This design comes from an exercise in tuning for small area, a short achievable clock period and few clock cycles per item on the open sky130 flow, not from production work.
In this exercise RTL edits were held to simulation tests only and were not proved equivalent to the original.

## wip/indigo
==> flow/design.v <==
module keccak_round (
    input  wire [1599:0] s_in,
    output wire [1599:0] b_out
);
    localparam [149:0] ROTS = {
        6'd14, 6'd56, 6'd61, 6'd2,  6'd18,    
        6'd8,  6'd21, 6'd15, 6'd45, 6'd41,    
        6'd39, 6'd25, 6'd43, 6'd10, 6'd3,     
        6'd20, 6'd55, 6'd6,  6'd44, 6'd36,    
        6'd27, 6'd28, 6'd62, 6'd1,  6'd0      
    };
    wire [319:0]  c;       
    wire [319:0]  d;       
    wire [1599:0] t;       
    wire [1599:0] b;       
    genvar x, y;
    generate
        for (x = 0; x < 5; x = x + 1) begin : g_theta_c
            assign c[64*x +: 64] = s_in[64*(x+0)  +: 64] ^ s_in[64*(x+5)  +: 64] ^
                                   s_in[64*(x+10) +: 64] ^ s_in[64*(x+15) +: 64] ^
                                   s_in[64*(x+20) +: 64];
        end
        for (x = 0; x < 5; x = x + 1) begin : g_theta_d
            wire [63:0] cl = c[64*((x+4)%5) +: 64];
            wire [63:0] cr = c[64*((x+1)%5) +: 64];
            assign d[64*x +: 64] = cl ^ {cr[62:0], cr[63]};
        end
        for (y = 0; y < 5; y = y + 1) begin : g_row
            for (x = 0; x < 5; x = x + 1) begin : g_col
                localparam integer I   = x + 5*y;
                localparam integer R   = ROTS[6*I +: 6];
                localparam integer DST = y + 5*((2*x + 3*y) % 5);
                wire [63:0] lane = s_in[64*I +: 64] ^ d[64*x +: 64];
                assign t[64*I +: 64] = lane;
                if (R == 0) begin : g_norot
                    assign b[64*DST +: 64] = lane;
                end else begin : g_rot
                    assign b[64*DST +: 64] = {lane[63-R:0], lane[63:64-R]};
                end
            end
        end
    endgenerate
    assign b_out = b;
endmodule
module keccak256 #(
    parameter integer NBUF = 7           
) (
    input  wire         clk,
    input  wire         rst,         
    input  wire         in_valid,
    output wire         in_ready,
    input  wire [63:0]  in_data,
    input  wire         in_last,
    input  wire [3:0]   in_bytes,
    output wire         out_valid,
    output wire [255:0] out_digest
);
    localparam integer NB = (NBUF > 0) ? NBUF : 1;
    reg  [1599:0] st;
    reg           perm;        
    reg  [4:0]    rnd;         
    reg           post;        
    reg           cur_final;   
    reg           pend_pad;    
    reg           zero;        
    reg           outv;
    reg  [4:0]    wl;          
    reg           rx_done;     
    reg           rx_padnext;  
    reg           sv;
    reg  [63:0]   sw;
    reg           slast;
    reg           sfull;
    reg  [63:0]   lbuf [0:NB-1];
    wire padcyc = post & pend_pad;             
    wire busy   = perm | padcyc;               
    wire take   = sv & ~rx_done & (busy ? (wl < NBUF) : 1'b1);
    assign in_ready = rdy;
    wire absorb  = ~busy;
    wire tlast   = take & slast;
    wire full16  = tlast & sfull & (wl == 5'd16);
    wire blk_end = absorb & (rx_done | (take & (slast | (wl == 5'd16))));
    reg [63:0] rc;
    always @(*) begin
        case (rnd)
            5'd0:  rc = 64'h0000000000000001;
            5'd1:  rc = 64'h0000000000008082;
            5'd2:  rc = 64'h800000000000808a;
            5'd3:  rc = 64'h8000000080008000;
            5'd4:  rc = 64'h000000000000808b;
            5'd5:  rc = 64'h0000000080000001;
            5'd6:  rc = 64'h8000000080008081;
            5'd7:  rc = 64'h8000000000008009;
            5'd8:  rc = 64'h000000000000008a;
            5'd9:  rc = 64'h0000000000000088;
            5'd10: rc = 64'h0000000080008009;
            5'd11: rc = 64'h000000008000000a;
            5'd12: rc = 64'h000000008000808b;
            5'd13: rc = 64'h800000000000008b;
            5'd14: rc = 64'h8000000000008089;
            5'd15: rc = 64'h8000000000008003;
            5'd16: rc = 64'h8000000000008002;
            5'd17: rc = 64'h8000000000000080;
            5'd18: rc = 64'h000000000000800a;
            5'd19: rc = 64'h800000008000000a;
            5'd20: rc = 64'h8000000080008081;
            5'd21: rc = 64'h8000000000008080;
            5'd22: rc = 64'h0000000080000001;
            5'd23: rc = 64'h8000000080008008;
            default: rc = 64'h0;
        endcase
    end
    wire [1599:0] b;
    keccak_round u_round (.s_in(st), .b_out(b));
    reg [1087:0] av;
    integer i;
    always @(*) begin
        av = {1088{1'b0}};
        if (absorb) for (i = 0; i < 17; i = i + 1) begin
            if (i < NBUF) begin
                if (post && (i < wl))
                    av[64*i +: 64] = lbuf[i];
            end
            if (take && (wl == i))
                av[64*i +: 64] = av[64*i +: 64] | sw;
            if ((tlast && sfull && (wl + 5'd1 == i)) || (rx_done && rx_padnext && (wl == i)))
                av[64*i] = av[64*i] ^ 1'b1;
        end
        if (absorb && ((tlast && !full16) || rx_done))
            av[64*16 + 63] = av[64*16 + 63] ^ 1'b1;
        if (padcyc) begin
            av[0]          = 1'b1;
            av[64*16 + 63] = 1'b1;
        end
    end
    wire        hold = ~perm & ~zero;
    wire [1599:0] st_d;
    genvar gx, gy;
    generate
        for (gy = 0; gy < 5; gy = gy + 1) begin : g_chi_row
            for (gx = 0; gx < 5; gx = gx + 1) begin : g_chi_col
                localparam integer L = gx + 5*gy;
                wire [63:0] b0 = b[64*L +: 64];
                wire [63:0] b1 = b[64*(((gx+1)%5)+5*gy) +: 64];
                wire [63:0] b2 = b[64*(((gx+2)%5)+5*gy) +: 64];
                wire [63:0] xv = ({64{perm}} & b0) | ({64{hold}} & st[64*L +: 64]);
                wire [63:0] yc = {64{perm}} & ~b1 & b2;
                wire [63:0] ya;
                if (L == 0) begin : g_iota
                    assign ya = av[63:0] | ({64{perm}} & rc);
                end else if (L < 17) begin : g_rate
                    assign ya = av[64*L +: 64];
                end else begin : g_cap
                    assign ya = 64'd0;
                end
                assign st_d[64*L +: 64] = xv ^ (yc ^ ya);
            end
        end
    endgenerate
    always @(posedge clk)
        st <= st_d;
    genvar g;
    generate
        for (g = 0; g < NB; g = g + 1) begin : g_buf
            always @(posedge clk)
                if (busy && take && (wl == g))
                    lbuf[g] <= sw;
        end
    endgenerate
    wire        short_last = in_last & ~in_bytes[3];
    wire [63:0] keep  = short_last ? ((64'd1 << {in_bytes[2:0], 3'b000}) - 64'd1) : {64{1'b1}};
    wire [63:0] pad01 = short_last ? (64'd1 << {in_bytes[2:0], 3'b000}) : 64'd0;
    always @(posedge clk) begin
        if (in_ready && in_valid) begin
            sw    <= (in_data & keep) | pad01;
            slast <= in_last;
            sfull <= ~short_last;
        end
    end
    reg       perm_n, post_n, cur_final_n, pend_pad_n, zero_n, outv_n, rx_done_n, rx_padnext_n;
    reg [4:0] rnd_n, wl_n;
    reg       sv_n, take_n;
    always @(*) begin
        perm_n       = perm;
        rnd_n        = rnd;
        post_n       = post;
        cur_final_n  = cur_final;
        pend_pad_n   = pend_pad;
        zero_n       = zero;
        outv_n       = 1'b0;
        wl_n         = wl;
        rx_done_n    = rx_done;
        rx_padnext_n = rx_padnext;
        if (perm) begin
            rnd_n = rnd + 5'd1;
            if (rnd == 5'd23) begin
                perm_n = 1'b0;
                post_n = 1'b1;
                if (cur_final) begin
                    zero_n = 1'b1;
                    outv_n = 1'b1;
                end
            end
        end else if (padcyc) begin
            perm_n      = 1'b1;
            rnd_n       = 5'd0;
            post_n      = 1'b0;
            cur_final_n = 1'b1;
            pend_pad_n  = 1'b0;
        end else begin
            post_n = 1'b0;
            zero_n = 1'b0;
            if (blk_end) begin
                perm_n      = 1'b1;
                rnd_n       = 5'd0;
                cur_final_n = (rx_done | tlast) & ~full16;
                pend_pad_n  = full16;
                wl_n        = 5'd0;
                rx_done_n   = 1'b0;
            end else if (take) begin
                wl_n = wl + 5'd1;
            end
        end
        if (busy && take) begin
            wl_n = wl + 5'd1;
            if (slast) begin
                rx_done_n    = 1'b1;
                rx_padnext_n = sfull;
            end
        end
        sv_n = in_ready ? in_valid : sv;
        take_n = sv_n & ~rx_done_n &
                 ((perm_n | (post_n & pend_pad_n)) ? (wl_n < NBUF) : 1'b1);
        if (rst) begin
            perm_n     = 1'b0;
            rnd_n      = 5'd0;
            post_n     = 1'b0;
            cur_final_n = 1'b0;
            pend_pad_n = 1'b0;
            zero_n     = 1'b1;
            outv_n     = 1'b0;
            wl_n       = 5'd0;
            rx_done_n  = 1'b0;
            rx_padnext_n = 1'b0;
            sv_n       = 1'b0;
            take_n     = 1'b0;
        end
    end
    reg rdy;     
    always @(posedge clk) begin
        perm       <= perm_n;
        rnd        <= rnd_n;
        post       <= post_n;
        cur_final  <= cur_final_n;
        pend_pad   <= pend_pad_n;
        zero       <= zero_n;
        outv       <= outv_n;
        wl         <= wl_n;
        rx_done    <= rx_done_n;
        rx_padnext <= rx_padnext_n;
        sv         <= sv_n;
        rdy        <= ~sv_n | take_n;
    end
    assign out_valid  = outv;
    assign out_digest = st[255:0];
endmodule
Settings: LEC_CHECK=0, CAP_MARGIN=20, CORE_MARGIN=2, CORE_UTILIZATION=40, PLACE_DENSITY=0.55, SETUP_SLACK_MARGIN=1.7, SLEW_MARGIN=20; clock period 5.0 ns.
run.sh (not shown) runs the stock make flow with config.mk's settings and CLKGATE_MAP_FILE= SYNTH_SCRIPT=/design/flow/synth_recipe.tcl, a recipe that flattens the netlist after the stock synthesis.
wip/indigo: complete, dirty (max-capacitance violations, max-slew violations)
Testbench counts of wip/indigo, summed over its fixed seeds: cycles 9,993, items 320.
[inputs] wip/sierra vs wip/indigo
- SLEW_MARGIN: 20 -> 10
==> comparison <==
The flow for wip/sierra finished, though final verification flagged max-capacitance violations, max-slew violations.
For global-route usage, wip/sierra and wip/indigo come out practically identical.
Sequential area share after synthesis: wip/sierra vs wip/indigo, no meaningful difference
Utilization wip/indigo -> wip/sierra: up
Run comparison: wip/sierra capturing instance or port of the critical path st[1554]; wip/indigo capturing instance or port of the critical path st[1033]
Comparing wip/indigo and wip/sierra, final cell count is lower on wip/indigo.
Modified inputs, wip/nickel compared to wip/sierra
- a change of CAP_MARGIN from 20 to 35
- a change of SLEW_MARGIN from 10 to 35
wip/nickel: all stages complete, timing, DRC and antenna checks passed. From wip/sierra to wip/nickel the numbers moved as follows: final area rose 1.2%; fmax rose about 2.4%. Run comparison: wip/nickel startpoint of the most critical setup path st[175]; wip/sierra startpoint of the most critical setup path st[336]. Slowest cell on the critical path: sky130_fd_sc_hd__xnor2_1 -> wip/sierra, sky130_fd_sc_hd__xnor2_2 -> wip/nickel. Between wip/nickel and wip/sierra, the length of routed met2 wiring is lower for wip/nickel. Of wip/nickel and wip/sierra, wip/nickel shows the lower first-pass GRT wire length, with wip/sierra above it.
The inputs of wip/pepper differ from those of wip/nickel as listed below.
- a change of CAP_MARGIN from 35 to 25
- a change of SLEW_MARGIN from 35 to 25
- a change of CORE_UTILIZATION from 40 to 45
- a change of PLACE_DENSITY from 0.55 to 0.6
Results
- The flow for wip/pepper finished, though final verification flagged max-capacitance violations, max-slew violations.
- The lower footprint of the multi-input gates of wip/nickel and wip/pepper is in wip/pepper.
- Between wip/nickel and wip/pepper, the flow reports area of placed instances decreasing by a few percent.
- The post-route clock period utilization of wip/pepper exceeds that of wip/nickel by 8.3 points.
- wip/pepper vs. wip/nickel: setup slack down 0.42 ns; signal arrival time at the worst endpoint up 0.47 ns.
- Number of levels the H-tree was split into: wip/nickel vs wip/pepper — no meaningful difference
- Clock network contribution to total cell area essentially unchanged between wip/pepper and wip/nickel.
- Relative to wip/nickel, the post-cts sizing count measured on wip/pepper has decreased slightly.
- Per the comparison of wip/pepper with wip/nickel, number of buffers other than clock buffers in the final layout went down; final instance area fell about 2.6%.

---

== try-cedar ==
Another version of the RTL of keccak256 (not shown whole).
Size in the first run: ~16000 cells after synthesis, roughly 2100 flip-flops, about 330 I/O pins, ~150000 sq um of cells after synthesis.
clock: 5.0 ns
lec_check: 0
cap_margin: 10
core_margin: 2
core_utilization: 45
place_density: 0.6
setup_slack_margin: 2.0
slew_margin: 10
Testbench counts of try-cedar, summed over its fixed seeds: cycles 9,993, items 320.
## Diff of input files: try-raven against try-cedar
Settings: a change of CORE_UTILIZATION from 45 to 50; a change of PLACE_DENSITY from 0.6 to 0.65; a change of SETUP_SLACK_MARGIN from 2.0 to 2.6.
--- outcome ---
For try-raven, the flow was terminated by a tool error in global routing (5_1_grt) and produced no final design.
try-raven ended with more routability congestion estimate than try-cedar.
Diff try-cedar..try-raven | number of H-tree levels | unchanged
From try-raven to try-cedar, net count of the mapped netlist did not move at all.
Horizontal die dimension delta for try-raven relative to try-cedar: 5.1% lower
Between try-cedar and try-raven, the instance count of the mapped netlist does not differ in any meaningful way.
Delta(number of rows in the core area, try-raven - try-cedar) < 0
The share of async-settable or async-resettable flops after synthesis of try-raven and that of try-cedar are within noise of each other.
In the metrics for try-cedar and try-raven, the one carrying the higher post-CTS setup buffer count is try-raven.
Floorplan die height (lower): try-raven
try-raven vs try-cedar, total placed instance area went down by 0.70%.
On total CTS buffers: between try-cedar and try-raven, it ends up higher for try-cedar.

[afterwards: timing with drivers on the ports]
The results above use ideal ports. As a check the final layouts listed here were re-extracted and re-timed, cells and wires unchanged. Step 1 (the two cells are an assumption about what drives the block):
set clk [get_ports {clk}]
set_driving_cell -lib_cell sky130_fd_sc_hd__clkbuf_16 $clk
set_driving_cell -lib_cell sky130_fd_sc_hd__buf_2 [delete_from_list [all_inputs] $clk]
Step 2 adds t to the input delays and takes it off the output delays; t is the mean of the earliest and latest rising clock arrival at the registers after step 1. Input paths then give back, and output paths get back, about the clock's delay inside the block. Slacks: ideal / step 1 / step 2; pairs: ideal / step 1.
run	shift t [ns]	setup WS [ns]	clock arrival spread, ns	cell pins on the clock port's net
wip/indigo	1.083	1.365 / 1.365 / 1.342	0.069 / 0.069	1
wip/sierra	1.097	1.381 / 1.381 / 1.322	0.065 / 0.065	1
wip/nickel	1.121	1.466 / 1.465 / 1.426	0.076 / 0.077	1
wip/pepper	1.163	1.049 / 1.049 / 1.049	0.044 / 0.045	1
try-cedar	1.105	1.781 / 1.781 / 1.226	0.044 / 0.044	1
The setup slack of try-cedar, which loses most, moves by 0.000 ns with the drivers and by -0.555 ns with both steps.
